Context: an optimization exercise on an open-source flow, tuned for small area, a short achievable clock period and few clock cycles per item. The choices shown serve that exercise and are no tape-out recipe. At most, simulation tests tie the RTL to the original design; equivalence was not proved.

==> v34: inputs <==
==> flow/design.v <==
module gf2_rank (
    input  wire         clk,
    input  wire         rst,
    input  wire         start,
    input  wire [4:0]   rows_in,
    input  wire [5:0]   cols_in,
    output wire         ready,
    input  wire         row_valid,
    input  wire [31:0]  row_in,       
    output wire         row_ready,
    output reg          done,
    output wire [2:0]   err,
    output wire [5:0]   rank_out
);
    localparam NMAX = 32;
    localparam [NMAX-1:0] CUT = (32'd1 << 2) | (32'd1 << 11) | (32'd1 << 21);
    localparam FIRST = 2;              
    reg        loading;                    
    reg  [4:0] rem;                        
    reg        bad_r;                      
    reg  [4:0] cnt;                        
    reg  [NMAX-1:0] valid;                 
    reg  [5:0] n_r;                        
    reg        init;                       
    reg        rdy;                        
    assign ready     = rdy;
    assign row_ready = loading;
    assign err       = {1'b0, bad_r, bad_r};
    assign rank_out  = {1'b0, cnt};
    wire take      = row_valid & loading;
    wire take_last = take & (rem == 5'd1);
    wire [NMAX*(NMAX+1)-1:0] rbus;
    wire [NMAX:0] lbus, pbus, ebus;
    assign rbus[NMAX-1:0] = row_in;
    assign lbus[0] = take;
    assign pbus[0] = take;
    assign ebus[0] = take_last;
    genvar c;
    generate
        for (c = 0; c < NMAX; c = c + 1) begin : col
            wire [NMAX-1:0] rin;
            wire            lin, pin, ein;
            if (c > 0 && CUT[c]) begin : pipe
                reg [NMAX-1:0] r;
                reg            l, p, e;
                always @(posedge clk) begin
                    r <= rbus[NMAX*c +: NMAX];
                    if (rst) begin
                        l <= 1'b0;
                        p <= 1'b0;
                        e <= 1'b0;
                    end else begin
                        l <= lbus[c];
                        p <= pbus[c];
                        e <= ebus[c];
                    end
                end
                assign rin = r;
                assign lin = l;
                assign pin = p;
                assign ein = e;
            end else begin : thru
                assign rin = rbus[NMAX*c +: NMAX];
                assign lin = lbus[c];
                assign pin = pbus[c];
                assign ein = ebus[c];
            end
            reg  [NMAX-1:0] slot;
            wire [NMAX-1:0] hi  = ~((32'd2 << c) - 32'd1);
            wire            hit = rin[c];
            wire            put = lin & hit & ~valid[c];
            wire            red = hit & valid[c];
            always @(posedge clk)
                if (put)
                    slot <= rin & hi;
            assign rbus[NMAX*(c+1) +: NMAX] = rin ^ ({NMAX{red}} & slot & hi);
            assign lbus[c+1] = lin & ~(hit & ~valid[c]);
            assign pbus[c+1] = pin;
            assign ebus[c+1] = ein;
            if (c < FIRST) begin : v0
                always @(posedge clk)
                    if (start)
                        valid[c] <= (cols_in <= c);
                    else if (put)
                        valid[c] <= 1'b1;
            end else begin : v1
                always @(posedge clk)
                    if (init)
                        valid[c] <= (n_r <= c);
                    else if (put)
                        valid[c] <= 1'b1;
            end
        end
    endgenerate
    wire stored = pbus[NMAX] & ~lbus[NMAX];
    wire fin    = ebus[NMAX];
    always @(posedge clk) begin
        if (rst) begin
            rdy     <= 1'b1;
            loading <= 1'b0;
            done    <= 1'b0;
            init    <= 1'b0;
        end else begin
            done <= (start && rows_in == 5'd0) || fin;
            init <= start;
            if (start) begin
                rdy     <= (rows_in == 5'd0);
                loading <= (rows_in != 5'd0);
            end else begin
                if (fin)
                    rdy <= 1'b1;
                if (take_last)
                    loading <= 1'b0;
            end
        end
        if (start) begin
            n_r   <= cols_in;
            rem   <= rows_in;
            bad_r <= (rows_in > 5'd16) || (cols_in > 6'd32);
        end else if (take) begin
            rem   <= rem - 5'd1;
        end
        if (start || bad_r)
            cnt <= 5'd0;
        else
            cnt <= cnt + {4'd0, stored};
    end
endmodule
==> flow/flow/run.sh <==
#!/bin/bash
set -euo pipefail
bash standard.sh SETUP_SLACK_MARGIN=8.5 finish > make_finish.log 2>&1
==> flow/standard.sh <==
#!/bin/bash
# synth_recipe.tcl (not shown) runs the flow's synth.tcl, then flattens the netlist and writes it again
# the make line also repeats each setting of config.mk as NAME=value (left out here)
make -C /OpenROAD-flow-scripts/flow DESIGN_CONFIG=/design/flow/config.mk WORK_HOME=/design/flow/orfs CLKGATE_MAP_FILE= SYNTH_SCRIPT=/design/flow/synth_recipe.tcl "${@:-finish}"
==> flow/config.mk <==
export PLATFORM = sky130hd
export DESIGN_NAME = gf2_rank
export DESIGN_NICKNAME = gf2_rank
export VERILOG_FILES = /design/flow/design.v
export SDC_FILE = /design/flow/constraint.sdc
export NUM_CORES = 4
export LEC_CHECK = 0
export CAP_MARGIN = 20
export CORE_MARGIN = 2
export CORE_UTILIZATION = 30
export SLEW_MARGIN = 20
==> flow/constraint.sdc <==
create_clock -name core_clock -period 12.0 [get_ports {clk}]
set_input_delay 2.4000 -clock core_clock [delete_from_list [all_inputs] [get_ports {clk}]]
set_output_delay 2.4000 -clock core_clock [all_outputs]
set_load 0.01 [all_outputs]
==> v16: changes against v34 <==
==> flow/design.v, changed modules only <==
module gf2_rank (
    input  wire         clk,
    input  wire         rst,
    input  wire         start,
    input  wire [4:0]   rows_in,
    input  wire [5:0]   cols_in,
    output wire         ready,
    input  wire         row_valid,
    input  wire [31:0]  row_in,       
    output wire         row_ready,
    output reg          done,
    output wire [2:0]   err,
    output wire [5:0]   rank_out
);
    localparam NMAX = 32;
    localparam [NMAX-1:0] CUT = (32'd1 << 3) | (32'd1 << 9) | (32'd1 << 15) | (32'd1 << 21) | (32'd1 << 27);
    localparam FIRST = 3;              
    reg        loading;                    
    reg  [4:0] rem;                        
    reg        bad_r;                      
    reg        bad_q;                      
    reg  [4:0] cnt;                        
    reg  [4:0] rank_q;                     
    reg  [NMAX-1:0] valid;                 
    reg  [5:0] n_r;                        
    reg        init;                       
    reg        rdy;                        
    assign ready     = rdy;
    assign row_ready = loading;
    assign err       = {1'b0, bad_q, bad_q};
    assign rank_out  = {1'b0, rank_q};
    wire take      = row_valid & loading;
    wire take_last = take & (rem == 5'd1);
    wire flush     = rst | start;
    wire [NMAX*(NMAX+1)-1:0] rbus;
    wire [NMAX:0] lbus, pbus, ebus;
    assign rbus[NMAX-1:0] = row_in;
    assign lbus[0] = take;
    assign pbus[0] = take;
    assign ebus[0] = take_last;
    wire [NMAX-1:0] fin_v, now_v, pre_v;
    genvar c;
    generate
        for (c = 0; c < NMAX; c = c + 1) begin : col
            wire [NMAX-1:0] rin;
            wire            lin, pin, ein;
            if (c > 0 && CUT[c]) begin : pipe
                reg [NMAX-1:0] r;
                reg            l, p, e;
                always @(posedge clk) begin
                    r <= rbus[NMAX*c +: NMAX];
                    if (flush) begin
                        l <= 1'b0;
                        p <= 1'b0;
                        e <= 1'b0;
                    end else begin
                        l <= lbus[c];
                        p <= pbus[c];
                        e <= ebus[c];
                    end
                end
                assign rin = r;
                assign lin = l;
                assign pin = p;
                assign ein = e;
            end else begin : thru
                assign rin = rbus[NMAX*c +: NMAX];
                assign lin = lbus[c];
                assign pin = pbus[c];
                assign ein = ebus[c];
            end
            reg  [NMAX-1:0] slot;
            wire [NMAX-1:0] hi  = ~((32'd2 << c) - 32'd1);
            wire            hit = rin[c];
            wire            put = lin & hit & ~valid[c];
            wire            red = hit & valid[c];
            always @(posedge clk)
                if (put)
                    slot <= rin & hi;
            assign rbus[NMAX*(c+1) +: NMAX] = rin ^ ({NMAX{red}} & slot & hi);
            assign lbus[c+1] = lin & ~(hit & ~valid[c]);
            assign pbus[c+1] = pin;
            assign ebus[c+1] = ein;
            if (c < FIRST) begin : v0
                always @(posedge clk)
                    valid[c] <= (start & (cols_in <= c)) | (~start & (valid[c] | put));
            end else begin : v1
                always @(posedge clk)
                    valid[c] <= (init & (n_r <= c)) | (~init & (valid[c] | put));
            end
            if (c >= FIRST && (c == NMAX - 1 || CUT[c+1])) begin : cend
                wire sel;
                if (c == NMAX - 1)
                    assign sel = (n_r > lo(c));
                else if (lo(c) == FIRST)
                    assign sel = (n_r <= c + 1);
                else
                    assign sel = (n_r > lo(c)) & (n_r <= c + 1);
                wire lq, pq;
                if (c == NMAX - 1) begin : stat
                    reg l, p;
                    always @(posedge clk)
                        if (flush) begin
                            l <= 1'b0;
                            p <= 1'b0;
                        end else begin
                            l <= lbus[c+1];
                            p <= pbus[c+1];
                        end
                    assign lq = l;
                    assign pq = p;
                end else begin : nxt
                    assign lq = col[c+1].pipe.l;
                    assign pq = col[c+1].pipe.p;
                end
                assign fin_v[c] = sel & ebus[c+1];
                assign now_v[c] = sel & pbus[c+1] & ~lbus[c+1];
                assign pre_v[c] = sel & pq & ~lq;
            end else begin : cmid
                assign fin_v[c] = 1'b0;
                assign now_v[c] = 1'b0;
                assign pre_v[c] = 1'b0;
            end
        end
    endgenerate
    function integer lo;
        input integer c;
        integer i;
        begin
            lo = 0;
            for (i = 1; i <= c; i = i + 1)
                if (CUT[i])
                    lo = i;
        end
    endfunction
    wire fin = |fin_v;                     
    wire now = |now_v;                     
    wire pre = |pre_v;                     
    wire       clr   = start | bad_r;
    wire [4:0] acc   = cnt + {4'd0, pre};
    wire [4:0] rnk_1 = clr ? 5'd0 : acc + 5'd1;
    wire [4:0] rnk_0 = clr ? 5'd0 : acc;
    always @(posedge clk) begin
        if (rst) begin
            done    <= 1'b0;
            init    <= 1'b0;
        end else begin
            done <= (start && rows_in == 5'd0) || fin;
            init <= start;
        end
        rdy     <= rst | (start & (rows_in == 5'd0)) | (~start & (rdy | fin));
        loading <= ~rst & ((start & (rows_in != 5'd0)) | (~start & loading & ~take_last));
        bad_q   <= start ? ((rows_in > 5'd16) | (cols_in > 6'd32)) : bad_r;
        if (start) begin
            n_r   <= cols_in;
            rem   <= rows_in;
            bad_r <= (rows_in > 5'd16) || (cols_in > 6'd32);
        end else if (take) begin
            rem   <= rem - 5'd1;
        end
        cnt    <= start ? 5'd0 : acc;
        rank_q <= now ? rnk_1 : rnk_0;
    end
endmodule
==> flow/flow/run.sh (replaced) <==
#!/bin/bash
set -euo pipefail
bash standard.sh SETUP_SLACK_MARGIN=8.35 "BUFFER_PORTS_ARGS=-buffer_cell sky130_fd_sc_hd__buf_2" finish > make_finish.log 2>&1
- CORE_UTILIZATION: 30 -> 65
- CTS_BUF_LIST: not set -> sky130_fd_sc_hd__clkbuf_8
- CTS_CLUSTER_DIAMETER: not set -> 80
- CTS_CLUSTER_SIZE: not set -> 16
==> v3: changes against v34 <==
==> flow/design.v, changed modules only <==
module gf2_rank (
    input  wire         clk,
    input  wire         rst,
    input  wire         start,
    input  wire [4:0]   rows_in,
    input  wire [5:0]   cols_in,
    output wire         ready,
    input  wire         row_valid,
    input  wire [31:0]  row_in,       
    output wire         row_ready,
    output reg          done,
    output wire [2:0]   err,
    output wire [5:0]   rank_out
);
    localparam NMAX = 32;
    localparam [NMAX-1:0] CUT = (32'd1 << 2) | (32'd1 << 8) | (32'd1 << 14) | (32'd1 << 21) | (32'd1 << 28);
    localparam FIRST = 2;              
    reg        loading;                    
    reg  [4:0] rem;                        
    reg        bad_r;                      
    reg        bad_q;                      
    reg  [4:0] cnt;                        
    reg  [4:0] rank_q;                     
    reg  [NMAX-1:0] valid;                 
    reg  [5:0] n_r;                        
    reg        init;                       
    reg        rdy;                        
    assign ready     = rdy;
    assign row_ready = loading;
    assign err       = {1'b0, bad_q, bad_q};
    assign rank_out  = {1'b0, rank_q};
    wire take      = row_valid & loading;
    wire take_last = take & (rem == 5'd1);
    wire flush     = rst | start;
    wire [NMAX*(NMAX+1)-1:0] rbus;
    wire [NMAX:0] lbus, pbus, ebus;
    assign rbus[NMAX-1:0] = row_in;
    assign lbus[0] = take;
    assign pbus[0] = take;
    assign ebus[0] = take_last;
    wire [NMAX-1:0] fin_v, now_v, pre_v;
    genvar c;
    generate
        for (c = 0; c < NMAX; c = c + 1) begin : col
            wire [NMAX-1:0] rin;
            wire            lin, pin, ein;
            if (c > 0 && CUT[c]) begin : pipe
                reg [NMAX-1:0] r;
                reg            l, p, e;
                always @(posedge clk) begin
                    r <= rbus[NMAX*c +: NMAX];
                    if (flush) begin
                        l <= 1'b0;
                        p <= 1'b0;
                        e <= 1'b0;
                    end else begin
                        l <= lbus[c];
                        p <= pbus[c];
                        e <= ebus[c];
                    end
                end
                assign rin = r;
                assign lin = l;
                assign pin = p;
                assign ein = e;
            end else begin : thru
                assign rin = rbus[NMAX*c +: NMAX];
                assign lin = lbus[c];
                assign pin = pbus[c];
                assign ein = ebus[c];
            end
            reg  [NMAX-1:0] slot;
            wire [NMAX-1:0] hi  = ~((32'd2 << c) - 32'd1);
            wire            hit = rin[c];
            wire            put = lin & hit & ~valid[c];
            wire            red = hit & valid[c];
            always @(posedge clk)
                if (put)
                    slot <= rin & hi;
            assign rbus[NMAX*(c+1) +: NMAX] = rin ^ ({NMAX{red}} & slot & hi);
            assign lbus[c+1] = lin & ~(hit & ~valid[c]);
            assign pbus[c+1] = pin;
            assign ebus[c+1] = ein;
            if (c < FIRST) begin : v0
                always @(posedge clk)
                    valid[c] <= (start & (cols_in <= c)) | (~start & (valid[c] | put));
            end else begin : v1
                always @(posedge clk)
                    valid[c] <= (init & (n_r <= c)) | (~init & (valid[c] | put));
            end
            if (c >= FIRST && (c == NMAX - 1 || CUT[c+1])) begin : cend
                wire sel;
                if (c == NMAX - 1)
                    assign sel = (n_r > lo(c));
                else if (lo(c) == FIRST)
                    assign sel = (n_r <= c + 1);
                else
                    assign sel = (n_r > lo(c)) & (n_r <= c + 1);
                wire lq, pq;
                if (c == NMAX - 1) begin : stat
                    reg l, p;
                    always @(posedge clk)
                        if (flush) begin
                            l <= 1'b0;
                            p <= 1'b0;
                        end else begin
                            l <= lbus[c+1];
                            p <= pbus[c+1];
                        end
                    assign lq = l;
                    assign pq = p;
                end else begin : nxt
                    assign lq = col[c+1].pipe.l;
                    assign pq = col[c+1].pipe.p;
                end
                assign fin_v[c] = sel & ebus[c+1];
                assign now_v[c] = sel & pbus[c+1] & ~lbus[c+1];
                assign pre_v[c] = sel & pq & ~lq;
            end else begin : cmid
                assign fin_v[c] = 1'b0;
                assign now_v[c] = 1'b0;
                assign pre_v[c] = 1'b0;
            end
        end
    endgenerate
    function integer lo;
        input integer c;
        integer i;
        begin
            lo = 0;
            for (i = 1; i <= c; i = i + 1)
                if (CUT[i])
                    lo = i;
        end
    endfunction
    wire fin = |fin_v;                     
    wire now = |now_v;                     
    wire pre = |pre_v;                     
    wire       clr   = start | bad_r;
    wire [4:0] acc   = cnt + {4'd0, pre};
    wire [4:0] rnk_1 = clr ? 5'd0 : acc + 5'd1;
    wire [4:0] rnk_0 = clr ? 5'd0 : acc;
    always @(posedge clk) begin
        if (rst) begin
            done    <= 1'b0;
            init    <= 1'b0;
        end else begin
            done <= (start && rows_in == 5'd0) || fin;
            init <= start;
        end
        rdy     <= rst | (start & (rows_in == 5'd0)) | (~start & (rdy | fin));
        loading <= ~rst & ((start & (rows_in != 5'd0)) | (~start & loading & ~take_last));
        bad_q   <= start ? ((rows_in > 5'd16) | (cols_in > 6'd32)) : bad_r;
        if (start) begin
            n_r   <= cols_in;
            rem   <= rows_in;
            bad_r <= (rows_in > 5'd16) || (cols_in > 6'd32);
        end else if (take) begin
            rem   <= rem - 5'd1;
        end
        cnt    <= start ? 5'd0 : acc;
        rank_q <= now ? rnk_1 : rnk_0;
    end
endmodule
==> flow/flow/run.sh (replaced) <==
#!/bin/bash
set -euo pipefail
bash standard.sh SETUP_SLACK_MARGIN=8.55 "BUFFER_PORTS_ARGS=-buffer_cell sky130_fd_sc_hd__buf_2" finish > make_finish.log 2>&1
- CORE_UTILIZATION: 30 -> 50
- CTS_BUF_LIST: not set -> sky130_fd_sc_hd__clkbuf_16
- CTS_CLUSTER_DIAMETER: not set -> 80
- CTS_CLUSTER_SIZE: not set -> 30
==> run_results.csv <==
group,metric,value,unit
global_routing,grt_max_degree,56,
placed_design,gp_congestion,0.764,
min_path,min_to,"col[11].pipe.p",
run_status,status,"finished clean",
The numbers above come from v34.

==> run_results.csv <==
group,metric,value,unit
run_status,status,"finished clean",
placed_design,gp_congestion,0.811,
critical_path,crit_path_cell_trace,"buf_6 -> and2_4 -> nand2_2 -> xnor2_4 -> and2_4 -> nand2_2 -> xnor2_4 -> and3_4 -> buf_12",
job,cap_violations,0,
critical_path,r2r-start,"col[3].pipe.r[3]",
global_routing,grt_max_degree,52,
drt,highest_layer,"met4",
The numbers above come from v16.

==> run_results.csv <==
group,metric,value,unit
min_path,min_to,"col[8].slot[13]",
run_status,status,"finished clean",
global_routing,grt_max_degree,32,
drt,wire_per_inst,17.9,um
The numbers above come from v3.

Testbench counts of v34, summed over its fixed seeds: cycles 11,804, items 960.
Testbench counts of v16, summed over its fixed seeds: cycles 12,029, items 960.
For v3, only the layout was checked, not whether the RTL still works.

## what the ideal ports hide
The results above use ideal ports. As a check the final layouts listed here were re-extracted and re-timed, cells and wires unchanged.
Step 1 assumes that a clkbuf_16 drives the clock port and a buf_2 every other input.
Step 2 moves the port delays by t, midway between the first and last clock arrival at a register: inputs arrive t later, outputs are due t later. That takes back most of the time a late clock gives input paths.
Slacks: ideal ports / drivers / drivers and shift; pairs: ideal ports / drivers.
run | shift t [ns] | slack for setup (ns) | pins driven straight from the clock port
v34 | 0.714 | 6.700 / 6.700 / 6.700 | 1
v16 | 0.703 | 8.381 / 8.389 / 7.686 | 1
v3 | 0.637 | 8.540 / 8.488 / 7.936 | 1
After both steps setup and hold are still met in every run listed. For v16, which loses most, drivers alone change the setup slack by +0.008 ns; drivers and shift together by -0.695 ns.
